Source: an optimization exercise on an open RTL-to-GDS flow (aim: a short achievable clock period and few clock cycles). Production flows keep margins and buffers that such runs may drop.
RTL that was checked went through simulation tests only; none was proved equivalent to the original.
The RTL of run 1 was laid out without a check of its function.
Power and IR drop assume default switching activity.

`flow/design.v`:
```
module mjmux_rx #(
    parameter integer BUFFER_SIZE = 128,
    parameter [6:0]   DEFAULT_ID  = 7'd1,
    parameter integer DEPTH       = 136
) (
    input  wire        clk,
    input  wire        rst,           
    input  wire        rx_valid,
    input  wire [7:0]  rx_data,
    output wire        rx_ready,
    input  wire        rx_close,      
    input  wire        cfg_we,
    input  wire [7:0]  cfg_wdata,
    output wire [6:0]  node_id,
    output wire        out_valid,
    output wire [7:0]  out_data,
    output wire        out_last,
    input  wire        out_ready,
    output wire [15:0] stat_wrong_id,
    output wire [15:0] stat_checksum,
    output wire [15:0] stat_overrun
);
    localparam integer PW = 8;      
    localparam [15:0] CRC_INIT = 16'hFFFF;
    localparam [15:0] CRC_POLY = 16'h1021;
    function [15:0] crc_step;
        input [15:0] c_in;
        input [7:0]  b;
        integer i;
        reg [15:0] c;
        begin
            c = c_in ^ {b, 8'h00};
            for (i = 0; i < 8; i = i + 1) begin
                if (c[15])
                    c = (c << 1) ^ CRC_POLY;
                else
                    c = c << 1;
            end
            crc_step = c;
        end
    endfunction
    function [PW-1:0] ptr_inc;
        input [PW-1:0] p;
        begin
            ptr_inc = (p == DEPTH - 1) ? {PW{1'b0}} : p + 1'b1;
        end
    endfunction
    function [15:0] sat_inc;
        input [15:0] v;
        begin
            sat_inc = (v == 16'hFFFF) ? v : v + 16'd1;
        end
    endfunction
    localparam [15:0] CRC_54 = crc_step(CRC_INIT, 8'h54);
    reg        st_h0, st_h1, st_src, st_dst, st_len, st_pay, st_crc0, st_crc1;
    reg [6:0]  id_q;
    reg [7:0]  src_q;
    reg        dst_ok;
    reg [4:0]  ln;             
    reg [6:0]  l0;             
    reg        l0nz;           
    reg        l7;             
    reg        lbig;           
    reg [7:0]  rem;            
    reg        rem1;           
    reg        lo_eq;          
    reg [7:0]  zz_hi;          
    reg [15:0] cnt_wrong_id, cnt_wrong_id_n;
    reg [15:0] cnt_checksum, cnt_checksum_n;
    reg [15:0] cnt_overrun,  cnt_overrun_n;
    reg        rdy_q;
    reg [7:0]  d_q;
    reg        crc_en_q, crc_ld_q;
    reg [15:0] crc_q;
    reg        w_en_q;
    reg [8:0]  w_q;
    reg        cm_q, rb_q;
    reg [8:0]    mem [0:DEPTH-1];
    reg [PW-1:0] wr_ptr, cm_ptr, rd_ptr;
    reg [DEPTH-1:0] rd_oh;
    reg [PW-1:0] spec_n;       
    reg        ov_q, sk_v;
    reg [8:0]  o_q, sk_q;
    wire take  = rx_valid && rdy_q;
    wire close = rx_close && rdy_q;
    wire [7:0] b = rx_data;
    assign rx_ready      = rdy_q;
    assign node_id       = id_q;
    assign out_valid     = ov_q;
    assign out_data      = o_q[7:0];
    assign out_last      = o_q[8];
    assign stat_wrong_id = cnt_wrong_id;
    assign stat_checksum = cnt_checksum;
    assign stat_overrun  = cnt_overrun;
    wire len_cont = b[7];
    wire len_big  = (ln[1] && ((|b[6:1]) || (b[0] && l0nz))) ||
                    ((ln[2] || ln[3]) && (lbig || (|b[6:0]))) ||
                    (ln[4] && (lbig || (|b[3:0])));
    wire len_zero = (ln[0] && (b[6:0] == 7'd0)) ||
                    (ln[1] && !l0nz && !b[0]) ||
                    ((ln[2] || ln[3] || ln[4]) && !l0nz && !l7);
    wire [7:0] len8 = ln[0] ? {1'b0, b[6:0]} : {ln[1] ? b[0] : l7, l0};
    wire len_ovr  = len_cont ? ln[4] : len_big;
    wire len_done = !len_cont && !len_big;   
    wire end_frame = take && st_crc1;
    wire hi_eq     = (b == zz_hi);
    wire inc_ck    = end_frame && !(lo_eq && hi_eq);
    wire inc_wid   = end_frame && lo_eq && hi_eq && !dst_ok;
    wire accept    = end_frame && lo_eq && hi_eq && dst_ok;
    wire inc_ov    = take && st_len && len_ovr;
    wire is54 = (b == 8'h54);
    wire isAB = (b == 8'hAB);
    always @(posedge clk) begin
        if (rst) begin
            id_q <= DEFAULT_ID;
        end else if (cfg_we) begin
            id_q <= cfg_wdata[6:0];
        end
    end
    always @(posedge clk) begin
        if (rst) begin
            {st_h0, st_h1, st_src, st_dst, st_len, st_pay, st_crc0, st_crc1} <= 8'b1000_0000;
        end else if (close) begin
            {st_h0, st_h1, st_src, st_dst, st_len, st_pay, st_crc0, st_crc1} <= 8'b1000_0000;
        end else if (take) begin
            st_h0   <= ((st_h0 || st_h1) && !is54 && !(st_h1 && isAB)) ||
                       (st_len && len_ovr) || st_crc1;
            st_h1   <= (st_h0 || st_h1) && is54;
            st_src  <= st_h1 && isAB;
            st_dst  <= st_src;
            st_len  <= st_dst || (st_len && len_cont && !len_ovr);
            st_pay  <= (st_len && len_done && !len_zero) || (st_pay && !rem1);
            st_crc0 <= (st_len && len_done && len_zero) || (st_pay && rem1);
            st_crc1 <= st_crc0;
        end
    end
    always @(posedge clk) begin
        if (take) begin
            if (st_src) src_q <= b;
            if (st_dst) begin
                dst_ok <= (b == {1'b0, id_q});
                ln     <= 5'b00001;
            end
            if (st_len) begin
                ln   <= {ln[3:0], 1'b0};
                rem  <= len8;
                rem1 <= (len8 == 8'd1);
                if (ln[0]) begin
                    l0   <= b[6:0];
                    l0nz <= |b[6:0];
                    l7   <= 1'b0;
                    lbig <= 1'b0;
                end
                if (ln[1]) begin
                    l7   <= b[0];
                    lbig <= (|b[6:1]) || (b[0] && l0nz);
                end
                if (ln[2] || ln[3])
                    lbig <= lbig || (|b[6:0]);
            end
            if (st_pay) begin
                rem  <= rem - 8'd1;
                rem1 <= (rem == 8'd2);
            end
        end
    end
    always @(posedge clk) begin
        if (rst) begin
            cnt_wrong_id   <= 16'd0;
            cnt_checksum   <= 16'd0;
            cnt_overrun    <= 16'd0;
            cnt_wrong_id_n <= 16'd1;
            cnt_checksum_n <= 16'd1;
            cnt_overrun_n  <= 16'd1;
        end else begin
            if (inc_ck) begin
                cnt_checksum   <= cnt_checksum_n;
                cnt_checksum_n <= sat_inc(cnt_checksum_n);
            end
            if (inc_wid) begin
                cnt_wrong_id   <= cnt_wrong_id_n;
                cnt_wrong_id_n <= sat_inc(cnt_wrong_id_n);
            end
            if (inc_ov) begin
                cnt_overrun    <= cnt_overrun_n;
                cnt_overrun_n  <= sat_inc(cnt_overrun_n);
            end
        end
    end
    wire [15:0] crc_d  = crc_ld_q ? CRC_54 : (crc_en_q ? crc_step(crc_q, d_q) : crc_q);
    wire [15:0] crc_zz = crc_step(crc_step(crc_d, 8'h00), 8'h00);
    always @(posedge clk) begin
        if (take) d_q <= b;
        if (rst) begin
            crc_en_q <= 1'b0;
            crc_ld_q <= 1'b0;
        end else begin
            crc_ld_q <= take && (st_h0 || st_h1) && is54;
            crc_en_q <= take && (st_h1 || st_src || st_dst || st_len || st_pay);
        end
        crc_q <= crc_d;
        if (take && st_crc0) begin
            lo_eq <= (b == crc_zz[7:0]);
            zz_hi <= crc_zz[15:8];
        end
    end
    wire res = take && ((st_len && len_done) || st_pay);
    always @(posedge clk) begin
        if (rst) begin
            w_en_q <= 1'b0;
            cm_q   <= 1'b0;
            rb_q   <= 1'b0;
        end else begin
            w_en_q <= res;
            cm_q   <= accept;
            rb_q   <= (end_frame && !(lo_eq && hi_eq && dst_ok)) || close;
        end
        if (st_len) w_q <= {len_zero, src_q};
        else        w_q <= {rem1, b};
    end
    genvar gi;
    generate
        for (gi = 0; gi < DEPTH; gi = gi + 1) begin : g_mem
            always @(posedge clk) begin
                if (w_en_q && wr_ptr == gi)
                    mem[gi] <= w_q;
            end
        end
    endgenerate
    reg avail_q;
    reg [PW-1:0] occ_c;        
    wire rd_en = avail_q && !sk_v;
    reg [8:0] rdata;
    integer k;
    always @(*) begin
        rdata = 9'd0;
        for (k = 0; k < DEPTH; k = k + 1)
            rdata = rdata | ({9{rd_oh[k]}} & mem[k]);
    end
    wire [PW-1:0] rd_ptr_inc = ptr_inc(rd_ptr);
    wire [PW-1:0] cm_ptr_n   = cm_q ? wr_ptr : cm_ptr;
    wire          av0        = (rd_ptr != cm_ptr_n);
    wire          av1        = (rd_ptr_inc != cm_ptr_n);
    always @(posedge clk) begin
        if (rst) begin
            wr_ptr  <= {PW{1'b0}};
            cm_ptr  <= {PW{1'b0}};
            rd_ptr  <= {PW{1'b0}};
            rd_oh   <= {{(DEPTH-1){1'b0}}, 1'b1};
            occ_c   <= {PW{1'b0}};
            spec_n  <= {PW{1'b0}};
            avail_q <= 1'b0;
            rdy_q   <= 1'b1;
        end else begin
            if (rb_q)
                wr_ptr <= cm_ptr;
            else if (w_en_q)
                wr_ptr <= ptr_inc(wr_ptr);
            cm_ptr <= cm_ptr_n;
            if (cm_q || rb_q)
                spec_n <= {PW{1'b0}};
            else if (w_en_q)
                spec_n <= spec_n + 1'b1;
            if (rd_en) begin
                rd_ptr <= rd_ptr_inc;
                rd_oh  <= {rd_oh[DEPTH-2:0], rd_oh[DEPTH-1]};
            end
            avail_q <= rd_en ? av1 : av0;
            occ_c   <= occ_c + (cm_q ? spec_n : {PW{1'b0}}) - rd_en;
            rdy_q   <= ({1'b0, occ_c} + {1'b0, spec_n} + w_en_q + 2'd2 <= DEPTH);
        end
    end
    wire pop = ov_q && out_ready;
    always @(posedge clk) begin
        if (rst) begin
            ov_q <= 1'b0;
            sk_v <= 1'b0;
            o_q  <= 9'd0;
        end else if (!ov_q || pop) begin
            if (sk_v) begin
                o_q  <= sk_q;
                ov_q <= 1'b1;
                sk_v <= 1'b0;
            end else if (rd_en) begin
                o_q  <= rdata;
                ov_q <= 1'b1;
            end else begin
                ov_q <= 1'b0;
            end
        end else if (rd_en) begin
            sk_q <= rdata;
            sk_v <= 1'b1;
        end
    end
endmodule
```
`flow/flow/run.sh`:
```
#!/bin/bash
set -euo pipefail
bash standard.sh SETUP_SLACK_MARGIN=6.8 "BUFFER_PORTS_ARGS=-buffer_cell sky130_fd_sc_hd__buf_4" finish > standard_flow.log 2>&1
```
`flow/standard.sh`:
```
#!/bin/bash
# synth_recipe.tcl (not shown) runs the flow's synth.tcl, then flattens the netlist and writes it again
# the make line also repeats each setting of config.mk as NAME=value (left out here)
make -C /OpenROAD-flow-scripts/flow DESIGN_CONFIG=/design/flow/config.mk WORK_HOME=/design/flow/orfs CLKGATE_MAP_FILE= SYNTH_SCRIPT=/design/flow/synth_recipe.tcl "${@:-finish}"
```
`flow/config.mk`:
```
export PLATFORM = sky130hd
export DESIGN_NAME = mjmux_rx
export DESIGN_NICKNAME = mjmux_rx
export VERILOG_FILES = /design/flow/design.v
export SDC_FILE = /design/flow/constraint.sdc
export NUM_CORES = 4
export LEC_CHECK = 0
export ABC_CLOCK_PERIOD_IN_PS = 3000
export CAP_MARGIN = 20
export CORE_MARGIN = 2
export CORE_UTILIZATION = 55
export SLEW_MARGIN = 20
```
`flow/constraint.sdc`:
```
create_clock -name core_clock -period 10.0 [get_ports {clk}]
set_input_delay 2.0000 -clock core_clock [delete_from_list [all_inputs] [get_ports {clk}]]
set_output_delay 2.0000 -clock core_clock [all_outputs]
set_load 0.01 [all_outputs]
```
==> metrics.md, run 1 <==
| Metric | Value |
|---|---|
| Status | timing/DRC/antenna clean |
| DRT Wirelength | 260000 µm |
| Fmax | 274 MHz |
| GRT Util Overall | between 40% and 50% |
| Inserted Clock Buffers | 162 |
| Register area share after synthesis | 74.4% |
| Yosys reg bits | between 1500 and 2000 |
| Pre-CTS WS | 4.87 ns |
| CTS tree | built |
| Cells after DPL | 5638 |
| WP data arrival | 4.02 ns |
| Synthesized area | 60700 µm² |
| Sink Count | roughly 1600 |
| DRT antenna net count | 0 |
| Worst Skew | 0.0347 ns |
| Grt ovf | 0 |
| Clock Power Share | about 40% |
| Number of max-cap violations | 0 |
| Vias in the first global route | 38100 |
| Setup crit start kind | flip-flop |
| Final worst path period share | between 30 and 40% |
| Syn avg cell area | 14.7 µm² |
| Hpwl dp | 166000 µm |
| Fillcell total | 7913 |
| Syn_nets | between 4000 and 5000 |
| Setup-failing EPs final | 0 |
| Clock Root Buffer | clkbuf_16 |
| Largest net degree at the start of global routing | 98 |
| Most common cell in the netlist | edfxtp_1 |
| Final GP Congestion | roughly 1.1 |
| Layout cell share with drive strength beyond 1 | 21.0% |
| Worst EP required | between 10 and 15 ns |
| First-pass GRT wire length | 339000 µm |
| Fin nets | roughly 4500 |
| Via count | 42800 |
| Layout Cells excl Fill | 6019 |
| Relative slew slack | 11.6% |
| Via density | 7.11 |
| DRC | 0 |
| Core area | roughly 110000 µm² |
| CP Class | flip-flop to flip-flop |
| CTS H-Tree Depth | 4 |
| Ys Warns | 2 |
| Unrepaired setup endpoints after global routing | yes |
| Power Density | 213 nW/µm² |
| Synth cell count leaders | edfxtp_1 (1283), nand2_1 (358), dfxtp_1 (330) |
| Post-Route Setup TNS | 0 ns |
| Clock Pin Slew Worst Setup and Hold Paths | 0.06 ns |
| Initial antenna violation count | 20 |
| Initial drt markers | 7330 |
| Final setup margin | 6.35 ns |
| Worst-case clock buffer depth | 3 |
| VDD IR max | 0.000165 V |
| Min Tclk post-route | 3.65 ns |
| Leading area contributor after synthesis | edfxtp_1 |
| Hold Fails Final Rpt | 0 |
| Logic pwr share | approximately 11% |
| Die Height | 336 µm |
| Die Area | 113000 µm² |
| Sequential Power Share | 49.0% |
| R2R setup slack | 6.35 ns |
| IO buf count | 86 |
| Initial core utilization | a little under three fifths |
| Routed len/inst | 43.2 µm |
| EDFF count, synth | 1283 |
| Sw Share | around a quarter |
| Static Leak | 23.5 nW |
| Die Wd | 336 µm |
| Final Hold Slack | between 0.4 and 0.5 ns |
| Netlist cell types | 64 |
| Post-synth ARST share | 0% |
| Final Max Slew Viols | 0 |
| Switch Pwr | 3.70 mW |
| Internal power | 11.5 mW |
| Cell row count | about 120 |
| Worst-margin pin slew | 1.32 ns |
| I/O pin cnt | 88 |
| Crit-path max FO | 14 |
| Layout area overhead | 18.1% |
| Worst skew pair latency | 0.79 ns |
| Min-Delay Path Class | flip-flop to flip-flop |
| First-pass detailed-route iteration total | 8 |
| Post-synth top area share | between 60% and 70% |
| Commonest register cell after synthesis | edfxtp_1 |
| Top cells by area, synth | edfxtp_1 (64%), dfxtp_1 (11%), a22oi_1 (3.4%) |
| Synthesized netlist cell count | 4132 |
| Crit path capture type | flip-flop |
routing by layer:
layer | vias to the layer above | GRT usage [%] | share of wire (%)
li1 | 16600 | - | -
met1 | 21500 | 58.5 | 34
met2 | 3811 | 63.3 | 41
met3 | 929 | 19.5 | 16
met4 | 18 | 32.2 | 8.8
met5 | - | 0 | 0.058
registers in the layout, summed over array words and instances, names as in the netlist, 9 cells and up:
name / flops
o_q: 9
cnt_wrong_id: 16
crc_q: 16
rd_oh: 136
cnt_checksum: 16
cnt_overrun_n: 16
cnt_checksum_n: 16
cnt_wrong_id_n: 16
sk_q: 9
w_q: 9
cnt_overrun: 16
mem: 1224
layout make-up:
cell class                 count  area (µm²)  area share [%]
antenna                       15        37.5          0.0524
clock buffer                 248        4770            6.65
clock inverter                53         517           0.721
inverter                      53         233           0.325
multi-input combinational   2213       15800            22.1
sequential                  1613       45300            63.3
tap                         1476        1850            2.58
timing repair buffer         346        3100            4.32
timing repair inverter         2        16.3          0.0227
cells by family after synthesis:
family | count (synthesis) | share of synthesized area [%]
AND/OR/NAND/NOR | 1041 | 7.88
buffers and inverters | 307 | 1.92
AO/OA/AOI/OAI | 889 | 10.9
multiplexers | 84 | 1.40
XOR/XNOR | 155 | 2.57
adder cells (fa/ha/maj) | 43 | 0.920
flip-flops | 1613 | 74.4
critical path, cell delays in order, from the launching register on:
cell     delay, ns
dfxtp_1       0.86
and2_1        0.43
nand3_1       0.68
nor2_2        1.25
path summary, 6_finish.rpt:
path,cells after the start,startpoint,end
worst max-delay path,3,wr_ptr[2],mem[61][0]
worst max register to register,3,wr_ptr[2],mem[61][0]
worst min register to register,2,rd_oh[51],rd_oh[52]
worst min-delay path,2,rd_oh[51],rd_oh[52]
metrics by stage:
step	instance area, µm²	power [mW]	util, %
finish	71600	15.2	65.6
global route	71600	15.6	65.6
CTS	70800	15.1	64.9
detailed placement	64100	9.08	58.8
global placement	64100	9.06	58.7
floorplan	60900	8.62	-
cells in the final DEF (no fill, tap or decap), drive strengths merged, types with 26 or more instances in the layout:
cell and count:
xnor2 81, buf 343, a22o 171, nand3 73, edfxtp 1283, nand2 358
nand4 110, a221oi 174, mux2i 77, dfxtp 330, nor2 321, nor3 37
or4 37, xor2 62, clkinv 41, a22oi 271, a21oi 187, clkbuf 250
inv 53, o21ai 26, ha 39
power groups by stage:
stage / Combinational, mW / Sequential, mW / Clock (mW)
floorplan: 1.05 / 7.57 / 0
global placement: 1.48 / 7.58 / 0
detailed placement: 1.50 / 7.58 / 0
CTS: 1.56 / 7.44 / 6.09
global route: 1.78 / 7.46 / 6.35
finish: 1.66 / 7.45 / 6.11
repair_timing:
| action | in CTS | in global routing |
|---|---|---|
| gates resized for setup | 295 | 114 |
| gates cloned | 2 | 2 |
| hold buffers | 0 | 0 |
| pin swaps | 26 | 46 |
| endpoints found under the setup margin | 395 | 326 |
| setup buffers | 36 | 25 |
==> run 2, diff against run 1 <==
--- a/flow/design.v
+++ b/flow/design.v
@@ -59,7 +59,7 @@
     reg [4:0]  ln;             
     reg [6:0]  l0;             
-    reg        l0nz;           
     reg        l7;             
-    reg        lbig;           
+    reg [6:0]  lm, zm;
+    reg        lk, zk;
     reg [7:0]  rem;            
     reg        rem1;           
@@ -80,6 +80,6 @@
     reg [DEPTH-1:0] rd_oh;
     reg [PW-1:0] spec_n;       
-    reg        ov_q, sk_v;
-    reg [8:0]  o_q, sk_q;
+    reg        ov_q;
+    reg [8:0]  o_q;
     wire take  = rx_valid && rdy_q;
     wire close = rx_close && rdy_q;
@@ -94,10 +94,6 @@
     assign stat_overrun  = cnt_overrun;
     wire len_cont = b[7];
-    wire len_big  = (ln[1] && ((|b[6:1]) || (b[0] && l0nz))) ||
-                    ((ln[2] || ln[3]) && (lbig || (|b[6:0]))) ||
-                    (ln[4] && (lbig || (|b[3:0])));
-    wire len_zero = (ln[0] && (b[6:0] == 7'd0)) ||
-                    (ln[1] && !l0nz && !b[0]) ||
-                    ((ln[2] || ln[3] || ln[4]) && !l0nz && !l7);
+    wire len_big  = lk || (|(b[6:0] & lm));
+    wire len_zero = zk && ((b[6:0] & zm) == 7'd0);
     wire [7:0] len8 = ln[0] ? {1'b0, b[6:0]} : {ln[1] ? b[0] : l7, l0};
     wire len_ovr  = len_cont ? ln[4] : len_big;
@@ -141,4 +137,8 @@
                 dst_ok <= (b == {1'b0, id_q});
                 ln     <= 5'b00001;
+                lm     <= 7'h00;
+                lk     <= 1'b0;
+                zm     <= 7'h7F;
+                zk     <= 1'b1;
             end
             if (st_len) begin
@@ -146,16 +146,14 @@
                 rem  <= len8;
                 rem1 <= (len8 == 8'd1);
+                lk   <= len_big;
+                zk   <= len_zero;
+                lm   <= ln[0] ? {6'h3F, |b[6:0]} : (ln[3] ? 7'h0F : 7'h7F);
+                zm   <= ln[0] ? 7'h01 : 7'h00;
                 if (ln[0]) begin
-                    l0   <= b[6:0];
-                    l0nz <= |b[6:0];
-                    l7   <= 1'b0;
-                    lbig <= 1'b0;
+                    l0 <= b[6:0];
+                    l7 <= 1'b0;
                 end
-                if (ln[1]) begin
-                    l7   <= b[0];
-                    lbig <= (|b[6:1]) || (b[0] && l0nz);
-                end
-                if (ln[2] || ln[3])
-                    lbig <= lbig || (|b[6:0]);
+                if (ln[1])
+                    l7 <= b[0];
             end
             if (st_pay) begin
@@ -165,4 +163,5 @@
         end
     end
+    reg inc_ck_q, inc_wid_q, inc_ov_q;
     always @(posedge clk) begin
         if (rst) begin
@@ -173,17 +172,17 @@
             cnt_checksum_n <= 16'd1;
             cnt_overrun_n  <= 16'd1;
+            inc_ck_q       <= 1'b0;
+            inc_wid_q      <= 1'b0;
+            inc_ov_q       <= 1'b0;
         end else begin
-            if (inc_ck) begin
-                cnt_checksum   <= cnt_checksum_n;
-                cnt_checksum_n <= sat_inc(cnt_checksum_n);
-            end
-            if (inc_wid) begin
-                cnt_wrong_id   <= cnt_wrong_id_n;
-                cnt_wrong_id_n <= sat_inc(cnt_wrong_id_n);
-            end
-            if (inc_ov) begin
-                cnt_overrun    <= cnt_overrun_n;
-                cnt_overrun_n  <= sat_inc(cnt_overrun_n);
-            end
+            if (inc_ck)  cnt_checksum <= cnt_checksum_n;
+            if (inc_wid) cnt_wrong_id <= cnt_wrong_id_n;
+            if (inc_ov)  cnt_overrun  <= cnt_overrun_n;
+            inc_ck_q  <= inc_ck;
+            inc_wid_q <= inc_wid;
+            inc_ov_q  <= inc_ov;
+            if (inc_ck_q)  cnt_checksum_n <= sat_inc(cnt_checksum_n);
+            if (inc_wid_q) cnt_wrong_id_n <= sat_inc(cnt_wrong_id_n);
+            if (inc_ov_q)  cnt_overrun_n  <= sat_inc(cnt_overrun_n);
         end
     end
@@ -219,22 +218,58 @@
         else        w_q <= {rem1, b};
     end
+    wire [PW-1:0] wr_ptr_n = rb_q ? cm_ptr : (w_en_q ? ptr_inc(wr_ptr) : wr_ptr);
+    reg [DEPTH-1:0] wsel;
     genvar gi;
     generate
         for (gi = 0; gi < DEPTH; gi = gi + 1) begin : g_mem
             always @(posedge clk) begin
-                if (w_en_q && wr_ptr == gi)
+                if (rst)
+                    wsel[gi] <= (gi == 0);
+                else
+                    wsel[gi] <= (wr_ptr_n == gi);
+                if (w_en_q && wsel[gi])
                     mem[gi] <= w_q;
             end
         end
     endgenerate
+    localparam integer BANK_N = 17;
+    localparam integer BANKS  = (DEPTH + BANK_N - 1) / BANK_N;
     reg avail_q;
+    reg iss_ok;
     reg [PW-1:0] occ_c;        
-    wire rd_en = avail_q && !sk_v;
-    reg [8:0] rdata;
-    integer k;
+    wire rd_en = avail_q && iss_ok;
+    reg [8:0]       bq   [0:BANKS-1];
+    reg [BANKS-1:0] bsel;
+    reg             a_v;
+    integer m;
+    always @(posedge clk) begin
+        for (m = 0; m < BANKS; m = m + 1) begin
+            bq[m]   <= bq_or(m);
+            bsel[m] <= bsel_or(m);
+        end
+    end
+    function bsel_or;
+        input integer bank;
+        integer t;
+        begin
+            bsel_or = 1'b0;
+            for (t = bank * BANK_N; t < (bank + 1) * BANK_N && t < DEPTH; t = t + 1)
+                bsel_or = bsel_or | rd_oh[t];
+        end
+    endfunction
+    function [8:0] bq_or;
+        input integer bank;
+        integer t;
+        begin
+            bq_or = 9'd0;
+            for (t = bank * BANK_N; t < (bank + 1) * BANK_N && t < DEPTH; t = t + 1)
+                bq_or = bq_or | ({9{rd_oh[t]}} & mem[t]);
+        end
+    endfunction
+    reg [8:0] land;
     always @(*) begin
-        rdata = 9'd0;
-        for (k = 0; k < DEPTH; k = k + 1)
-            rdata = rdata | ({9{rd_oh[k]}} & mem[k]);
+        land = 9'd0;
+        for (m = 0; m < BANKS; m = m + 1)
+            land = land | ({9{bsel[m]}} & bq[m]);
     end
     wire [PW-1:0] rd_ptr_inc = ptr_inc(rd_ptr);
@@ -253,8 +288,5 @@
             rdy_q   <= 1'b1;
         end else begin
-            if (rb_q)
-                wr_ptr <= cm_ptr;
-            else if (w_en_q)
-                wr_ptr <= ptr_inc(wr_ptr);
+            wr_ptr <= wr_ptr_n;
             cm_ptr <= cm_ptr_n;
             if (cm_q || rb_q)
@@ -271,25 +303,41 @@
         end
     end
-    wire pop = ov_q && out_ready;
+    localparam integer LQ = 2;
+    reg [8:0] lq [0:LQ-1];
+    reg       lq_rp, lq_wp;
+    reg [1:0] lq_n;
+    wire pop  = ov_q && out_ready;
+    wire load = !ov_q || pop;
+    wire lq_take = load && (lq_n != 2'd0);
+    wire lq_put  = a_v && !(load && (lq_n == 2'd0));
+    wire [2:0] held = ov_q + lq_n + a_v + rd_en;
     always @(posedge clk) begin
         if (rst) begin
-            ov_q <= 1'b0;
-            sk_v <= 1'b0;
-            o_q  <= 9'd0;
-        end else if (!ov_q || pop) begin
-            if (sk_v) begin
-                o_q  <= sk_q;
-                ov_q <= 1'b1;
-                sk_v <= 1'b0;
-            end else if (rd_en) begin
-                o_q  <= rdata;
-                ov_q <= 1'b1;
-            end else begin
-                ov_q <= 1'b0;
-            end
-        end else if (rd_en) begin
-            sk_q <= rdata;
-            sk_v <= 1'b1;
+            ov_q   <= 1'b0;
+            o_q    <= 9'd0;
+            a_v    <= 1'b0;
+            lq_rp  <= 1'b0;
+            lq_wp  <= 1'b0;
+            lq_n   <= 2'd0;
+            iss_ok <= 1'b1;
+        end else begin
+            a_v <= rd_en;
+            if (load) begin
+                if (lq_n != 2'd0) begin
+                    o_q  <= lq[lq_rp];
+                    ov_q <= 1'b1;
+                end else if (a_v) begin
+                    o_q  <= land;
+                    ov_q <= 1'b1;
+                end else begin
+                    ov_q <= 1'b0;
+                end
+            end
+            if (lq_take) lq_rp <= ~lq_rp;
+            if (lq_put)  lq_wp <= ~lq_wp;
+            lq_n <= lq_n + lq_put - lq_take;
+            iss_ok <= pop ? (held <= 3'd3) : (held <= 3'd2);
         end
+        if (lq_put) lq[lq_wp] <= land;
     end
 endmodule
--- a/flow/config.mk
+++ b/flow/config.mk
@@ -9,4 +9,6 @@
 export CAP_MARGIN = 20
 export CORE_MARGIN = 2
-export CORE_UTILIZATION = 55
+export CORE_UTILIZATION = 70
+export CTS_CLUSTER_DIAMETER = 100
+export CTS_CLUSTER_SIZE = 30
 export SLEW_MARGIN = 20
==> metrics.md, run 2 <==
| Metric | Value |
|---|---|
| Worst-margin pin slew | 1.11 ns (was 1.32 ns) |
| Crit path capture type | flip-flop (unchanged) |
| Core area | 95000 µm² (was 109000 µm²) |
| Static Leak | 23.1 nW (was 23.5 nW) |
| R2r endpoint | wsel[24] (was mem[61][0]) |
| CTS H-Tree Depth | 3 (was 4) |
| DRT antenna net count | 0 (unchanged) |
| DRT Wirelength | 162000 µm (was 260000 µm) |
| WP data arrival | 3.76 ns (was 4.02 ns) |
| Post-synth ARST share | 0% (unchanged) |
| Pre-CTS WS | 5.37 ns (was 4.87 ns) |
| Crit-path max cell delay | 0.63 ns (was 1.25 ns) |
| Synth cell count leaders | edfxtp_1 (1296), dfxtp_1 (555), nand2_1 (479) (was edfxtp_1 (1283), nand2_1 (358), dfxtp_1 (330)) |
| Initial antenna violation count | 3 (was 20) |
| VDD IR max | 0.000317 V (was 0.000165 V) |
| Synthesized area | 67100 µm² (was 60700 µm²) |
| Setup crit start kind | input port (was flip-flop) |
| Top cells by area, synth | edfxtp_1 (58%), dfxtp_1 (17%), a22oi_1 (5.3%) (was edfxtp_1 (64%), dfxtp_1 (11%), a22oi_1 (3.4%)) |
| Inserted Clock Buffers | 71 (was 162) |
| Fmax | 315 MHz (was 274 MHz) |
| Largest net degree at the start of global routing | 107 (was 98) |
| Unrepaired setup endpoints after global routing | yes (unchanged) |
| CTS tree | built (unchanged) |
| Initial core utilization | 70.6% (was 55.6%) |
| Syn avg cell area | 14.1 µm² (was 14.7 µm²) |
| Commonest register cell after synthesis | edfxtp_1 (unchanged) |
| Relative slew slack | 26.1% (was 11.6%) |
| Number of max-cap violations | 0 (unchanged) |
| Max reg flops | 1224 (unchanged) |
| Fin nets | 4745 (was 4455) |
| Status | timing/DRC/antenna clean (unchanged) |
| Min-Delay Path Class | flip-flop to flip-flop (unchanged) |
| Initial drt markers | 5595 (was 7330) |
| Die Wd | 314 µm (was 336 µm) |
| Worst path cell trace | buf_8 > nor3_1 > nand2_1 > nor2_1 (was and2_1 > nand3_1 > nor2_2) |
| Critical hold path startpoint | mem[97][2] (was rd_oh[51]) |
| Clock Root Buffer | clkbuf_16 (unchanged) |
| Final Max Slew Viols | 0 (unchanged) |
| Reg-to-reg startpoint | wr_ptr[0] (was wr_ptr[2]) |
| Netlist cell types | 69 (was 64) |
| Leading area contributor after synthesis | edfxtp_1 (unchanged) |
| Crit-path max FO | 93 (was 14) |
| Top reg by flops | mem (unchanged) |
| Endpoint, Worst Hold | bq[5][2] (was rd_oh[52]) |
| Worst Skew | 0.0292 ns (was 0.0347 ns) |
| Clock Pin Slew Worst Setup and Hold Paths | 0.11 ns (was 0.06 ns) |
| Vias in the first global route | 38300 (was 38100) |
| CP max stage cell | nor3_1 (was nor2_2) |
| I/O pin cnt | 88 (unchanged) |
| Worst EP required | 10.59 ns (was 10.38 ns) |
| Die Area | 98300 µm² (was 113000 µm²) |
| Sink Count | 1851 (was 1613) |
| Worst skew pair latency | 0.68 ns (was 0.79 ns) |
| DRC | 0 (unchanged) |
| Hpwl dp | 98800 µm (was 166000 µm) |
| Post-Route Setup TNS | 0 ns (unchanged) |
| Final worst path period share | 31.7% (was 36.5%) |
| Cell row count | 113 (was 121) |
| Syn_nets | 4818 (was 4196) |
| Register area share after synthesis | 74.6% (was 74.4%) |
| IO buf count | 86 (unchanged) |
| Most common cell in the netlist | edfxtp_1 (unchanged) |
| Commonest non-fill, non-tap cell in the layout | edfxtp_1 (unchanged) |
| CP Class | input port to flip-flop (was flip-flop to flip-flop) |
| Routed len/inst | 27.1 µm (was 43.2 µm) |
| Register-to-Register Path Depth | 10 (was 3) |
| Worst-case clock buffer depth | 3 (unchanged) |
| Most frequent cells in the layout | edfxtp_1 (1296), dfxtp_1 (513), a22oi_1 (473) (was edfxtp_1 (1283), nand2_1 (354), a22oi_1 (262)) |
| Final GP Congestion | 0.893 (was 1.08) |
| Min Tclk post-route | 3.17 ns (was 3.65 ns) |
| Yosys reg bits | 1851 (was 1613) |
| Post-cts hold buffer count | 0 (unchanged) |
| Layout area overhead | 5.91% (was 18.1%) |
| Grt ovf | 0 (unchanged) |
| Layout cell share with drive strength beyond 1 | 6.49% (was 21.0%) |
| Biggest regs | mem (1224), rd_oh (136), wsel (136) (was mem (1224), rd_oh (136)) |
| Hold Path Depth | 2 (unchanged) |
| Setup-failing EPs final | 0 (unchanged) |
| Via count | 39900 (was 42800) |
| Ys Warns | 3 (was 2) |
| First-pass detailed-route iteration total | 8 (unchanged) |
| Hold Fails Final Rpt | 0 (unchanged) |
| Die Height | 314 µm (was 336 µm) |
| GRT Util Overall | 33.1% (was 45.9%) |
| Synthesized netlist cell count | 4752 (was 4132) |
| Final setup margin | 6.83 ns (was 6.35 ns) |
| R2R setup slack | 6.95 ns (was 6.35 ns) |
| First-pass GRT wire length | 241000 µm (was 339000 µm) |
| Post-synth top area share | 58.0% (was 63.5%) |
| Power Density | 191 nW/µm² (was 213 nW/µm²) |
| Via density | 6.65 (was 7.11) |
| EDFF count, synth | 1296 (was 1283) |
==> run 2: changes by cell type after synthesis, sizes merged, moves of 25 or more <==
| cell | previous run | this run |
|---|---|---|
| a222oi | 0 | 72 |
| nand3 | 73 | 122 |
| a22o | 171 | 23 |
| nand2 | 358 | 479 |
| or4 | 37 | 11 |
| a221oi | 174 | 46 |
| nand4 | 110 | 85 |
| nor4 | 7 | 36 |
| and2 | 8 | 145 |
| dfxtp | 330 | 555 |
| nor2 | 321 | 394 |
| a22oi | 271 | 473 |
==> run 2: how the worst max path moves through the flow <==
stage,start,end,cells after the start
floorplan,rx_data[4],st_h0,6
global placement,rx_valid,cnt_overrun[12],7
detailed placement,rx_valid,cnt_overrun[12],8
CTS,id_q[2],node_id[2],1
global route,wr_ptr[1],wsel[24],10
finish,rst,wsel[107],4
==> run 2: where the power goes <==
part           switching, mW  internal [mW]
registers              0.137           8.32
logic                  0.951          0.613
clock network           2.18           1.40
total                   3.26           10.3
==> run 2: kinds of logic after synthesis <==
kind of cell	count (synthesis)	share of synthesized area, %
mux	73	1.12
fa+ha+maj	44	0.876
compound gates	913	9.85
xor+xnor	154	2.24
buf+inv	324	1.82
flops	1851	74.6
simple gates	1393	9.52
==> run 2: metrics by stage <==
step	hold slack (ns)	cells	cell area, µm²	total power, mW	utilization [%]
2_1_floorplan	0.422	4752	67400	9.72	-
3_3_place_gp	0.433	5854	68600	10.1	72.3
3_5_place_dp	0.437	5855	68700	10.1	72.3
4_1_cts	0.456	5991	70900	13.6	74.6
5_1_grt	0.479	5995	71100	14.0	74.8
6_report	0.449	5996	71100	13.6	74.8
==> run 2: area by class of cell <==
type | count | area [µm²]
fill | 5982 | 24000
tap | 1265 | 1580
antenna | 1 | 2.50
sequential | 1851 | 50100
timing repair buffer | 123 | 1060
multi-input combinational | 2577 | 16100
clock inverter | 1 | 11.3
clock buffer | 123 | 2010
inverter | 55 | 219
==> run 2: critical path: cells and delay by family <==
kind | cells | cell delay [ns]
buffers and inverters | 1 | 0.20
AND/OR/NAND/NOR | 3 | 1.44
==> run 2: per-layer routing <==
metal	part of all wire (%)	global-route usage, %	wire length (µm)
met1	38	47.0	62500
met2	48	53.6	78200
met3	9.7	4.68	15800
met4	3.7	11.2	6020
met5	0	0	0
==> run 2: what timing repair did <==
item	in CTS	in global routing
setup endpoints to repair	252	152
pin swaps	2	3
resized for setup	31	41
setup buffers	11	4
gates cloned	1	0
Testbench counts of run 2, summed over its fixed seeds: cycles 70,526.
==> run 3, diff against run 2 <==
==> flow/flow/run.sh (replaced) <==
#!/bin/bash
set -euo pipefail
bash standard.sh SETUP_SLACK_MARGIN=7.0 "BUFFER_PORTS_ARGS=-buffer_cell sky130_fd_sc_hd__buf_4" finish > standard_flow.log 2>&1
--- a/flow/config.mk
+++ b/flow/config.mk
@@ -9,5 +9,5 @@
 export CAP_MARGIN = 20
 export CORE_MARGIN = 2
-export CORE_UTILIZATION = 70
+export CORE_UTILIZATION = 80
 export CTS_CLUSTER_DIAMETER = 100
 export CTS_CLUSTER_SIZE = 30
==> metrics.md, run 3 <==
| Metric | Value |
|---|---|
| Commonest non-fill, non-tap cell in the layout | edfxtp_1 (unchanged) |
| First-pass detailed-route iteration total | 19 (was 8) |
| Core area | 83300 µm² (was 95000 µm²) |
| Post-cts hold buffer count | 0 (unchanged) |
| Final Hold Slack | 0.464 ns (was 0.449 ns) |
| DRT antenna net count | 0 (unchanged) |
| Die Wd | 294 µm (was 314 µm) |
| Placed Instance Area | 68400 µm² (was 68700 µm²) |
| R2R setup slack | 7.01 ns (was 6.95 ns) |
| Synthesized area | 67100 µm² (unchanged) |
| Sw Share | 24.6% (was 24.0%) |
| Inserted Clock Buffers | 71 (unchanged) |
| Layout cell share with drive strength beyond 1 | 8.52% (was 6.49%) |
| Final setup margin | 6.83 ns (about the same) |
| Post-Route Setup TNS | 0 ns (unchanged) |
| GRT Util Overall | 38.5% (was 33.1%) |
| Biggest regs | mem (1224), rd_oh (136), wsel (136) (unchanged) |
| Fin nets | 4774 (was 4745) |
| Status | timing/DRC/antenna clean (unchanged) |
| First-pass GRT wire length | 245000 µm (was 241000 µm) |
| Worst Skew | 0.0320 ns (was 0.0292 ns) |
| Power Density | 193 nW/µm² (was 191 nW/µm²) |
| WP data arrival | 1.17 ns (was 3.76 ns) |
| Via count | 41600 (was 39900) |
| Layout area overhead | 6.82% (was 5.91%) |
| Min Tclk post-route | 3.17 ns (about the same) |
| Synthesized netlist cell count | 4752 (unchanged) |
| Pre-CTS WS | 5.53 ns (was 5.37 ns) |
| Setup-failing EPs final | 0 (unchanged) |
| Internal power | 10.4 mW (was 10.3 mW) |
| Number of max-cap violations | 0 (unchanged) |
| Leading area contributor after synthesis | edfxtp_1 (unchanged) |
| Ys Warns | 3 (unchanged) |
| CP max stage cell | dfxtp_2 (was nor3_1) |
| Relative slew slack | 26.6% (was 26.1%) |
| Largest net degree at the start of global routing | 104 (was 107) |
| Most common cell in the netlist | edfxtp_1 (unchanged) |
| Worst path cell trace | buf_6 (was buf_8 > nor3_1 > nand2_1 > nor2_1) |
| Hpwl dp | 99600 µm (was 98800 µm) |
| Post-synth top area share | 58.0% (unchanged) |
| Syn_nets | 4818 (unchanged) |
| Via density | 7.11 (was 6.65) |
| Fin util | 86.0% (was 74.8%) |
| CTS tree | built (unchanged) |
| Register-to-Register Path Depth | 9 (was 10) |
| Min-Delay Path Class | flip-flop to flip-flop (unchanged) |
| Crit-path max FO | 2 (was 93) |
| Clock Root Buffer | clkbuf_16 (unchanged) |
| Top reg by flops | mem (unchanged) |
| Setup crit start kind | flip-flop (was input port) |
| Die Area | 86200 µm² (was 98300 µm²) |
| Synth cell count leaders | edfxtp_1 (1296), dfxtp_1 (555), nand2_1 (479) (unchanged) |
| CP Class | flip-flop to output pin (was input port to flip-flop) |
| Sink Count | 1851 (unchanged) |
| Commonest register cell after synthesis | edfxtp_1 (unchanged) |
| Netlist cell types | 69 (unchanged) |
| Static Leak | 23.4 nW (was 23.1 nW) |
| Sequential Power Share | 61.5% (was 62.2%) |
| IO buf count | 86 (unchanged) |
| I/O pin cnt | 88 (unchanged) |
| Final Max Slew Viols | 0 (unchanged) |
| Routed len/inst | 28.5 µm (was 27.1 µm) |
| Worst path bufs/invs | 1 (unchanged) |
| Initial antenna violation count | 4 (was 3) |
| Fmax | 316 MHz (was 315 MHz) |
| Initial core utilization | 80.6% (was 70.6%) |
| DRT Wirelength | 167000 µm (was 162000 µm) |
| Die Height | 294 µm (was 314 µm) |
| Worst-margin pin slew | 1.10 ns (was 1.11 ns) |
| VDD IR max | 0.000321 V (was 0.000317 V) |
| Clock Power Share | 26.1% (was 26.3%) |
| Crit-path leading delay family | flip-flops (was simple AND/OR/NAND/NOR gates) |
| Crit path capture type | output pin (was flip-flop) |
| Critical hold path startpoint | src_q[1] (was mem[97][2]) |
| Grt ovf | 0 (unchanged) |
| Initial drt markers | 6530 (was 5595) |
| CP Depth | 1 (was 4) |
| Most frequent cells in the layout | edfxtp_1 (1296), a22oi_1 (473), dfxtp_1 (473) (was edfxtp_1 (1296), dfxtp_1 (513), a22oi_1 (473)) |
| R2r endpoint | lo_eq (was wsel[24]) |
| Yosys reg bits | 1851 (unchanged) |
| Clock Pin Slew Worst Setup and Hold Paths | 0.11 ns (about the same) |
| Hold Fails Final Rpt | 0 (unchanged) |
| Finished Cell Area | 71700 µm² (was 71100 µm²) |
| Max reg flops | 1224 (unchanged) |
| Register area share after synthesis | 74.6% (unchanged) |
| Hold Path Depth | 2 (unchanged) |
| Worst EP required | 8.00 ns (was 10.59 ns) |
| Syn avg cell area | 14.1 µm² (unchanged) |
| Worst-case clock buffer depth | 3 (unchanged) |
| Worst skew pair latency | 0.69 ns (was 0.68 ns) |
| Final GP Congestion | 0.910 (was 0.893) |
| Final worst path period share | 31.7% (about the same) |
| Reg-to-reg startpoint | d_q[4] (was wr_ptr[0]) |
| Unrepaired setup endpoints after global routing | yes (unchanged) |
| Cell row count | 106 (was 113) |
| DRC | 0 (unchanged) |
| Endpoint, Worst Hold | w_q[1] (was bq[5][2]) |
| Vias in the first global route | 39300 (was 38300) |
| Logic pwr share | 12.4% (was 11.5%) |
| EDFF count, synth | 1296 (unchanged) |
| Switch Pwr | 3.39 mW (was 3.26 mW) |
| Top cells by area, synth | edfxtp_1 (58%), dfxtp_1 (17%), a22oi_1 (5.3%) (unchanged) |
| CTS H-Tree Depth | 3 (unchanged) |
| Post-synth ARST share | 0% (unchanged) |
| Crit-path max cell delay | 0.37 ns (was 0.63 ns) |
[run 3: power by group through the flow]
stage	Sequential, mW	Combinational, mW	Clock, mW
after floorplan	8.60	1.12	0
after global placement	8.62	1.46	0
after detailed placement	8.63	1.50	0
after CTS	8.47	1.60	3.58
after global routing	8.49	1.83	3.83
final	8.48	1.71	3.61
[run 3: how the worst max path moves through the flow]
stage / start / to / slack [ns]
after global placement: rx_valid / cnt_overrun[7] / 5.55
after floorplan: rx_data[4] / st_h0 / 6.64
final: cnt_overrun[2] / stat_overrun[2] / 6.83
after detailed placement: rx_valid / cnt_overrun[12] / 5.53
after global routing: cnt_overrun[2] / stat_overrun[2] / 6.80
after CTS: rdy_q / rx_ready / 6.80
[run 3: stage by stage]
step / total power, mW / cells
2_1_floorplan: 9.72 / 4752
3_3_place_gp: 10.1 / 5670
3_5_place_dp: 10.1 / 5670
4_1_cts: 13.6 / 5823
5_1_grt: 14.2 / 5845
6_report: 13.8 / 5846
[run 3: layout make-up]
type                            instances  area [µm²]
Timing Repair Buffer                  149        1560
Inverter                               55         226
Sequential cell                      1851       50200
Multi-Input combinational cell       2580       16300
Tap cell                             1080        1350
Clock inverter                          5        46.3
Clock buffer                          125        2020
Fill cell                            3851       11600
Antenna cell                            1        2.50
[run 3: cell families (layout without fill, tap and decap cells)]
family | after synthesis | count (layout) | synth area share (%)
xor gates and xnor gates | 154 | 154 | 2.24
other | 0 | 1 | 0
DFF | 1851 | 1851 | 74.6
adders and majority gates | 44 | 44 | 0.876
AOI/OAI and AO/OA | 913 | 913 | 9.85
buffers and inverters | 324 | 334 | 1.82
muxes | 73 | 73 | 1.12
and+or+nand+nor | 1393 | 1396 | 9.52
[run 3: layer usage]
layer	GRT usage [%]	routed length [µm]	vias to the layer above
li1	-	-	17700
met1	54.6	58100	20100
met2	60.4	78500	3224
met3	7.20	21900	522
met4	15.7	8150	4
met5	0	27	-
[run 3: repair_timing]
action,CTS,global route
gates resized for setup,175,51
cloned,3,4
buffers inserted,20,17
endpoints found under the setup margin,323,235
pin swaps,5,13
==> run 4, diff against run 3 <==
--- a/flow/design.v
+++ b/flow/design.v
@@ -70,4 +70,5 @@
     reg [15:0] cnt_overrun,  cnt_overrun_n;
     reg        rdy_q;
+    reg        rst_q;          
     reg [7:0]  d_q;
     reg        crc_en_q, crc_ld_q;
@@ -165,11 +166,9 @@
     reg inc_ck_q, inc_wid_q, inc_ov_q;
     always @(posedge clk) begin
+        rst_q <= rst;
         if (rst) begin
             cnt_wrong_id   <= 16'd0;
             cnt_checksum   <= 16'd0;
             cnt_overrun    <= 16'd0;
-            cnt_wrong_id_n <= 16'd1;
-            cnt_checksum_n <= 16'd1;
-            cnt_overrun_n  <= 16'd1;
             inc_ck_q       <= 1'b0;
             inc_wid_q      <= 1'b0;
@@ -182,4 +181,10 @@
             inc_wid_q <= inc_wid;
             inc_ov_q  <= inc_ov;
+        end
+        if (rst_q) begin
+            cnt_wrong_id_n <= 16'd1;
+            cnt_checksum_n <= 16'd1;
+            cnt_overrun_n  <= 16'd1;
+        end else begin
             if (inc_ck_q)  cnt_checksum_n <= sat_inc(cnt_checksum_n);
             if (inc_wid_q) cnt_wrong_id_n <= sat_inc(cnt_wrong_id_n);
@@ -224,8 +229,5 @@
         for (gi = 0; gi < DEPTH; gi = gi + 1) begin : g_mem
             always @(posedge clk) begin
-                if (rst)
-                    wsel[gi] <= (gi == 0);
-                else
-                    wsel[gi] <= (wr_ptr_n == gi);
+                wsel[gi] <= (wr_ptr_n == gi);
                 if (w_en_q && wsel[gi])
                     mem[gi] <= w_q;
@@ -278,9 +280,14 @@
     wire          av1        = (rd_ptr_inc != cm_ptr_n);
     always @(posedge clk) begin
+        if (rst_q)
+            rd_oh <= {{(DEPTH-1){1'b0}}, 1'b1};
+        else if (rd_en)
+            rd_oh <= {rd_oh[DEPTH-2:0], rd_oh[DEPTH-1]};
+    end
+    always @(posedge clk) begin
         if (rst) begin
             wr_ptr  <= {PW{1'b0}};
             cm_ptr  <= {PW{1'b0}};
             rd_ptr  <= {PW{1'b0}};
-            rd_oh   <= {{(DEPTH-1){1'b0}}, 1'b1};
             occ_c   <= {PW{1'b0}};
             spec_n  <= {PW{1'b0}};
@@ -294,8 +301,6 @@
             else if (w_en_q)
                 spec_n <= spec_n + 1'b1;
-            if (rd_en) begin
+            if (rd_en)
                 rd_ptr <= rd_ptr_inc;
-                rd_oh  <= {rd_oh[DEPTH-2:0], rd_oh[DEPTH-1]};
-            end
             avail_q <= rd_en ? av1 : av0;
             occ_c   <= occ_c + (cm_q ? spec_n : {PW{1'b0}}) - rd_en;
==> metrics.md, run 4 <==
| Metric | Value |
|---|---|
| Die Area | 86400 µm² (was 86200 µm²) |
| Post-synth top area share | 57.9% (was 58.0%) |
| WP data arrival | 1.18 ns (was 1.17 ns) |
| Worst path bufs/invs | 1 (unchanged) |
| Crit-path max FO | 2 (unchanged) |
| Crit path capture type | output pin (unchanged) |
| DRC | 0 (unchanged) |
| Sink Count | 1852 (was 1851) |
| Final Max Slew Viols | 0 (unchanged) |
| Worst path cell trace | buf_6 (unchanged) |
| Layout Cells excl Fill | 5841 (was 5846) |
| R2r endpoint | wsel[50] (was lo_eq) |
| Cells after DPL | 5652 (was 5670) |
| Via density | 7.10 (was 7.11) |
| Pre-CTS WS | 5.13 ns (was 5.53 ns) |
| Biggest regs | mem (1224), rd_oh (136), wsel (136) (unchanged) |
| ANT cells | 0 (was 1) |
| Die Wd | 294 µm (about the same) |
| Register area | 50200 µm² (about the same) |
| Layout area overhead | 6.73% (was 6.82%) |
| Fin util | 86.0% (about the same) |
| CTS H-Tree Depth | 3 (unchanged) |
| Inserted Clock Buffers | 71 (unchanged) |
| Min Tclk post-route | 3.18 ns (was 3.17 ns) |
| Initial antenna violation count | 2 (was 4) |
| Hold Fails Final Rpt | 0 (unchanged) |
| Commonest register cell after synthesis | edfxtp_1 (unchanged) |
| IO buf count | 86 (unchanged) |
| Area of the multi-input gates | 16300 µm² (about the same) |
| Met2 Wirelength | 79600 µm (was 78500 µm) |
| CTS tree | built (unchanged) |
| Final setup margin | 6.82 ns (was 6.83 ns) |
| Max reg flops | 1224 (unchanged) |
| Die Height | 294 µm (about the same) |
| GRT Util Overall | 38.6% (was 38.5%) |
| First-pass detailed-route iteration total | 10 (was 19) |
| Met3 wire length | 21800 µm (was 21900 µm) |
| Relative slew slack | 17.7% (was 26.6%) |
| Crit-path max cell delay | 0.41 ns (was 0.37 ns) |
| R2R setup slack | 7.04 ns (was 7.01 ns) |
| Post-cts hold buffer count | 0 (unchanged) |
| Top cells by area, synth | edfxtp_1 (58%), dfxtp_1 (17%), a22oi_1 (5.6%) (was edfxtp_1 (58%), dfxtp_1 (17%), a22oi_1 (5.3%)) |
| EDFF count, synth | 1296 (unchanged) |
| First-pass GRT wire length | 246000 µm (was 245000 µm) |
| Setup-failing EPs final | 0 (unchanged) |
| Unrepaired setup endpoints after global routing | yes (unchanged) |
| Synthesized netlist cell count | 4751 (was 4752) |
| Placed Instance Area | 68500 µm² (was 68400 µm²) |
| Syn_nets | 4817 (was 4818) |
| Finished Cell Area | 71800 µm² (was 71700 µm²) |
| CP max stage cell | dfxtp_4 (was dfxtp_2) |
| Reg-to-reg startpoint | wr_ptr[0] (was d_q[4]) |
| DRT antenna net count | 0 (unchanged) |
| Highest metal used | met4 (was met5) |
| Status | timing/DRC/antenna clean (unchanged) |
| Number of max-cap violations | 0 (unchanged) |
| Setup crit end | out_data[7] (was stat_overrun[2]) |
| Ys Warns | 3 (unchanged) |
| Cell row count | 106 (unchanged) |
| Setup crit start kind | flip-flop (unchanged) |
| Synth cell count leaders | edfxtp_1 (1296), dfxtp_1 (556), a22oi_1 (501) (was edfxtp_1 (1296), dfxtp_1 (555), nand2_1 (479)) |
| Worst Skew | 0.0309 ns (was 0.0320 ns) |
| Synthesized area | 67300 µm² (was 67100 µm²) |
| Fillcell total | 3815 (was 3851) |
| Top reg by flops | mem (unchanged) |
| Register-to-Register Path Depth | 8 (was 9) |
| Fmax | 314 MHz (was 316 MHz) |
| Tot Pwr | 13.9 mW (was 13.8 mW) |
| Syn avg cell area | 14.2 µm² (was 14.1 µm²) |
| Worst-case clock buffer depth | 3 (unchanged) |
| WL met1 | 58900 µm (was 58100 µm) |
| Initial drt markers | 6725 (was 6530) |
| Crit path from | o_q[7] (was cnt_overrun[2]) |
| Min-Delay Path Class | flip-flop to flip-flop (unchanged) |
| Hpwl dp | 99400 µm (was 99600 µm) |
| Netlist cell types | 70 (was 69) |
| Routed len/inst | 28.7 µm (was 28.5 µm) |
| Most common cell in the netlist | edfxtp_1 (unchanged) |
| Worst-margin pin slew | 1.23 ns (was 1.10 ns) |
| Largest net degree at the start of global routing | 106 (was 104) |
| Layout cell share with drive strength beyond 1 | 8.36% (was 8.52%) |
| Post-synth ARST share | 0% (unchanged) |
| Final Hold Slack | 0.474 ns (was 0.464 ns) |
| Most frequent cells in the layout | edfxtp_1 (1296), a22oi_1 (501), dfxtp_1 (473) (was edfxtp_1 (1296), a22oi_1 (473), dfxtp_1 (473)) |
| Core area | 83400 µm² (was 83300 µm²) |
| Fin nets | 4768 (was 4774) |
| Final GP Congestion | 0.921 (was 0.910) |
| Commonest non-fill, non-tap cell in the layout | edfxtp_1 (unchanged) |
| DRT Wirelength | 168000 µm (was 167000 µm) |
| Leading area contributor after synthesis | edfxtp_1 (unchanged) |
| Initial core utilization | 80.6% (about the same) |
| Clock Root Buffer | clkbuf_16 (unchanged) |
| CP Class | flip-flop to output pin (unchanged) |
| Worst skew pair latency | 0.67 ns (was 0.69 ns) |
| VDD IR max | 0.000236 V (was 0.000321 V) |
| CP Depth | 1 (unchanged) |
| I/O pin cnt | 88 (unchanged) |
| Worst EP required | 8.00 ns (about the same) |
| Register area share after synthesis | 74.4% (was 74.6%) |
| Yosys reg bits | 1852 (was 1851) |
| Crit-path leading delay family | flip-flops (unchanged) |
| Via count | 41500 (was 41600) |
| Grt ovf | 0 (unchanged) |
| Vias in the first global route | 39400 (was 39300) |
| Power Density | 193 nW/µm² (about the same) |
| Static Leak | 23.5 nW (was 23.4 nW) |
| Final worst path period share | 31.8% (was 31.7%) |
| Post-Route Setup TNS | 0 ns (unchanged) |
| Clock Pin Slew Worst Setup and Hold Paths | 0.11 ns (about the same) |
==> run 4: cell types whose count changed in the layout (fill, tap and decap cells not counted), sizes merged, moves of 9 or more <==
cell,before,now
a221oi,46,29
a22oi,473,501
a22o,23,14
nor2,394,411
a21oi,201,191
nand3,122,94
mux2i,66,85
xor2,62,75
nand4,85,100
buf,146,157
xnor2,89,72
nand2,482,457
==> run 4: cell families (layout without fill, tap and decap cells) <==
group / Yosys count / count (layout) / synth area share (%)
simple gates: 1366 / 1369 / 9.37
mux: 93 / 93 / 1.42
flops: 1852 / 1852 / 74.4
compound gates: 898 / 898 / 9.58
buf+inv: 337 / 344 / 1.89
xor+xnor: 161 / 161 / 2.45
fa+ha+maj: 44 / 44 / 0.874
==> run 4: worst min-delay path by stage <==
stage / slack, ns / end / startpoint / cells after the start
final: 0.47 / bq[7][3] / mem[131][3] / 2
after global routing: 0.49 / bq[7][5] / mem[130][5] / 2
after CTS: 0.47 / bq[7][3] / mem[131][3] / 2
after detailed placement: 0.45 / bq[5][7] / mem[97][7] / 2
after global placement: 0.44 / bq[0][6] / mem[14][6] / 2
after floorplan: 0.42 / w_q[6] / src_q[6] / 2
==> run 4: per-layer routing <==
layer	track usage, %	vias up
met3	7.38	469
met1	55.0	20200
met4	14.8	0
met2	60.5	3182
li1	-	17700
met5	0	-
==> run 4: area by class of cell <==
cell class / instances / area share (%)
Clock buffer: 128 / 2.92
Clock inverter: 4 / 0.0505
Inverter: 53 / 0.319
Multi-Input combinational cell: 2565 / 22.6
Sequential cell: 1852 / 69.9
Tap cell: 1080 / 1.88
Timing Repair Buffer: 157 / 2.22
Timing Repair inverter: 2 / 0.0227
==> run 4: where the power goes <==
part	switching [mW]	internal, mW	total [mW]
Clock	2.18	1.46	3.64
Sequential	0.199	8.33	8.53
Combinational	0.968	0.734	1.70
Total	3.35	10.5	13.9
==> run 4: repair_timing <==
action | CTS | global route
setup buffers | 25 | 25
resized for setup | 177 | 30
setup endpoints to repair | 332 | 192
cloned | 5 | 1
pin swaps | 7 | 16
hold endpoints to repair | 0 | 0
Testbench counts of run 4, summed over its fixed seeds: cycles 70,526.
==> run 5, diff against run 4 <==
==> flow/flow/run.sh (replaced) <==
#!/bin/bash
set -euo pipefail
bash standard.sh SETUP_SLACK_MARGIN=6.8 "BUFFER_PORTS_ARGS=-buffer_cell sky130_fd_sc_hd__buf_4" finish > standard_flow.log 2>&1
--- a/flow/config.mk
+++ b/flow/config.mk
@@ -9,5 +9,5 @@
 export CAP_MARGIN = 20
 export CORE_MARGIN = 2
-export CORE_UTILIZATION = 80
+export CORE_UTILIZATION = 70
 export CTS_CLUSTER_DIAMETER = 100
 export CTS_CLUSTER_SIZE = 30
==> metrics.md, run 5 <==
| Metric | Value |
|---|---|
| Status | timing/DRC/antenna clean (unchanged) |
| Largest family of logic cells by synthesized area | compound AO/OA/AOI/OAI gates (unchanged) |
| Core area | 95200 µm² (was 83400 µm²) |
| Worst EP required | 10.58 ns (was 8.00 ns) |
| Post-synth ARST share | 0% (unchanged) |
| Min Tclk post-route | 3.31 ns (was 3.18 ns) |
| Worst-case clock buffer depth | 3 (unchanged) |
| Yosys reg bits | 1852 (unchanged) |
| Multiplexer share of the synthesized area | 1.42% (unchanged) |
| Ys Warns | 3 (unchanged) |
| Hold Fails Final Rpt | 0 (unchanged) |
| Most common cell in the netlist | edfxtp_1 (unchanged) |
| Static Leak | 23.2 nW (was 23.5 nW) |
| R2r endpoint | wsel[1] (was wsel[50]) |
| Initial drt markers | 5560 (was 6725) |
| Commonest non-fill, non-tap cell in the layout | edfxtp_1 (unchanged) |
| I/O pin cnt | 88 (unchanged) |
| Clock Pin Slew Worst Setup and Hold Paths | 0.11 ns (about the same) |
| Fin nets | 4734 (was 4768) |
| Worst Skew | 0.0346 ns (was 0.0309 ns) |
| Synthesized netlist cell count | 4751 (unchanged) |
| IO buf count | 86 (unchanged) |
| Syn_nets | 4817 (unchanged) |
| Top reg by flops | mem (unchanged) |
| Synth Area in Simple Gates | 9.37% (unchanged) |
| DRT Wirelength | 163000 µm (was 168000 µm) |
| Setup crit start kind | flip-flop (unchanged) |
| VDD IR max | 0.000269 V (was 0.000236 V) |
| Crit path from | rb_q (was o_q[7]) |
| Via density | 6.68 (was 7.10) |
| Post-cts hold buffer count | 0 (unchanged) |
| Post-synth top area share | 57.9% (unchanged) |
| Setup-failing EPs final | 0 (unchanged) |
| Commonest register cell after synthesis | edfxtp_1 (unchanged) |
| WP data arrival | 3.89 ns (was 1.18 ns) |
| Sink Count | 1852 (unchanged) |
| Post-Route Setup TNS | 0 ns (unchanged) |
| Grt ovf | 0 (unchanged) |
| Clock Root Buffer | clkbuf_16 (unchanged) |
| Final Hold Slack | 0.465 ns (was 0.474 ns) |
| Final GP Congestion | 0.878 (was 0.921) |
| Netlist cell types | 70 (unchanged) |
| Unrepaired setup endpoints after global routing | yes (unchanged) |
| Die Height | 314 µm (was 294 µm) |
| Power Density | 193 nW/µm² (about the same) |
| DRC | 0 (unchanged) |
| Register area share after synthesis | 74.4% (unchanged) |
| Fin util | 74.9% (was 86.0%) |
| Number of max-cap violations | 0 (unchanged) |
| Worst-margin pin slew | 1.13 ns (was 1.23 ns) |
| Final worst path period share | 33.1% (was 31.8%) |
| Synthesized area | 67300 µm² (unchanged) |
| Final Max Slew Viols | 0 (unchanged) |
| Leading area contributor after synthesis | edfxtp_1 (unchanged) |
| DRT antenna net count | 0 (unchanged) |
| Fillcell total | 5935 (was 3815) |
| Layout cell share with drive strength beyond 1 | 7.17% (was 8.36%) |
| Setup crit end | wsel[1] (was out_data[7]) |
| Biggest regs | mem (1224), rd_oh (136), wsel (136) (unchanged) |
| Layout area overhead | 6.03% (was 6.73%) |
| Post-Synth XOR/XNOR Area | 2.45% (unchanged) |
| Die Area | 98600 µm² (was 86400 µm²) |
| CTS tree | built (unchanged) |
| Relative slew slack | 24.9% (was 17.7%) |
| Synth cell count leaders | edfxtp_1 (1296), dfxtp_1 (556), a22oi_1 (501) (unchanged) |
| Top cells by area, synth | edfxtp_1 (58%), dfxtp_1 (17%), a22oi_1 (5.6%) (unchanged) |
| R2R setup slack | 6.69 ns (was 7.04 ns) |
| Initial antenna violation count | 3 (was 2) |
| EDFF count, synth | 1296 (unchanged) |
| First-pass GRT wire length | 240000 µm (was 246000 µm) |
| Fmax | 302 MHz (was 314 MHz) |
| Max reg flops | 1224 (unchanged) |
| Initial core utilization | 70.7% (was 80.6%) |
| CTS H-Tree Depth | 3 (unchanged) |
| Register-to-Register Path Depth | 5 (was 8) |
| Hpwl dp | 99500 µm (was 99400 µm) |
| Inserted Clock Buffers | 71 (unchanged) |
| Crit path capture type | flip-flop (was output pin) |
| Adder-cell share of the synthesized area | 0.874% (unchanged) |
| Compound-gate portion of the synthesized area | 9.58% (unchanged) |
| Crit-path max FO | 22 (was 2) |
| Most frequent cells in the layout | edfxtp_1 (1296), a22oi_1 (501), dfxtp_1 (480) (was edfxtp_1 (1296), a22oi_1 (501), dfxtp_1 (473)) |
| First-pass detailed-route iteration total | 9 (was 10) |
| Via count | 40000 (was 41500) |
| Largest net degree at the start of global routing | 101 (was 106) |
| GRT Util Overall | 32.9% (was 38.6%) |
| Vias in the first global route | 37600 (was 39400) |
| Die Wd | 314 µm (was 294 µm) |
| Min-Delay Path Class | flip-flop to flip-flop (unchanged) |
| Cell row count | 113 (was 106) |
| CP Class | flip-flop to flip-flop (was flip-flop to output pin) |
| Reg-to-reg startpoint | rb_q (was wr_ptr[0]) |
| Worst skew pair latency | 0.70 ns (was 0.67 ns) |
| Syn avg cell area | 14.2 µm² (unchanged) |
| Routed len/inst | 27.2 µm (was 28.7 µm) |
run 5: cell types whose count changed in the layout (fill, tap and decap cells not counted), moves of 3 or more:
cell,delta
buf_6,-36
buf_4,+13
dfxtp_1,+7
dfxtp_2,-6
xnor2_1,+6
xnor2_2,-5
buf_12,-3
diode_2,+3
run 5: worst min path at each step:
stage | start | to | slack [ns] | cells past startpoint
2_1_floorplan | src_q[6] | w_q[6] | 0.42 | 2
3_3_place_gp | mem[31][8] | bq[1][8] | 0.44 | 2
3_5_place_dp | mem[65][4] | bq[3][4] | 0.44 | 2
4_1_cts | mem[131][5] | bq[7][5] | 0.47 | 2
5_1_grt | mem[63][2] | bq[3][2] | 0.49 | 2
6_report | mem[131][5] | bq[7][5] | 0.47 | 2
run 5: layout make-up:
type                    count  area (µm²)  share of cell area, %
repair inverters            1        5.00                0.00702
multi-input cells        2562       16100                   22.5
clock inverters             5        68.8                 0.0965
repair buffers            127        1140                   1.60
inverters                  53         208                  0.291
clock buffers             125        2040                   2.87
flip-flops and latches   1852       50200                   70.4
well taps                1265        1580                   2.22
diodes                      3        7.51                 0.0105
run 5: cell families (layout without fill, tap and decap cells):
logic type	after synthesis	in the layout
flip-flops	1852	1852
AND/OR/NAND/NOR	1366	1366
AO/OA/AOI/OAI	898	898
buffers and inverters	337	311
XOR/XNOR	161	161
multiplexers	93	93
adder cells (fa/ha/maj)	44	44
other	0	3
run 5: power by group:
| group | switching, mW | internal (mW) | total (mW) |
|---|---|---|---|
| combinational | 0.919 | 0.675 | 1.59 |
| clock | 2.20 | 1.45 | 3.65 |
| sequential | 0.183 | 8.33 | 8.51 |
run 5: routing by layer:
metal	track usage, %	share of wire (%)	vias to the layer above
met2	51.3	47	2195
met3	5.86	11	290
met4	9.44	2.9	0
li1	-	-	17600
met5	0	0	-
met1	48.4	39	19900
run 5: critical path, stage by stage, from the launching register on:
cell	delay, ns
dfxtp_1	0.91
nor2_1	0.12
a21oi_1	0.37
nor2b_1	0.62
nand2_1	0.85
nor2_1	0.31
run 5: through the flow:
stage	instances	power, mW	worst slack [ns]	instance area (µm²)
floorplan	4751	9.76	6.27	67500
global placement	5841	10.2	5.19	68700
detailed placement	5841	10.2	5.09	68700
CTS	5985	13.8	6.75	71200
global route	5990	14.2	6.69	71300
finish	5993	13.8	6.69	71300
run 5: timing repair:
action | in CTS | in global routing
gates cloned | 1 | 0
buffers inserted | 13 | 5
resized for setup | 87 | 38
endpoints found under the setup margin | 181 | 129
pin swaps | 3 | 0

-- what the ideal ports hide --
The flow's constraints put no driver on any port. The routed layouts listed below were extracted and timed again, unchanged, in two steps.
Step 1 sets driving cells, clkbuf_16 on the clock port and buf_2 on the other inputs (assumed; they add their load-dependent delay and slew).
Step 2, shift: input delay + t, output delay - t, t = (earliest + latest rising clock arrival at the registers) / 2. This alone moves slack from input paths to output paths.
a / b / c = ideal / step 1 / step 2; a / b = the first two.
run	shift t [ns]	slack for setup (ns)	worst slew at a driven data input, ns
run 1	0.845	6.353 / 6.353 / 5.892	0.08
run 2	0.743	6.829 / 6.770 / 6.119	0.05
run 3	0.747	6.833 / 6.764 / 6.237	0.07
run 4	0.737	6.817 / 6.743 / 6.178	0.06
run 5	0.759	6.693 / 6.693 / 6.140	0.04
After both steps setup and hold are still met in every run listed. For run 2, which loses most, drivers alone change the setup slack by -0.059 ns; drivers and shift together by -0.710 ns.
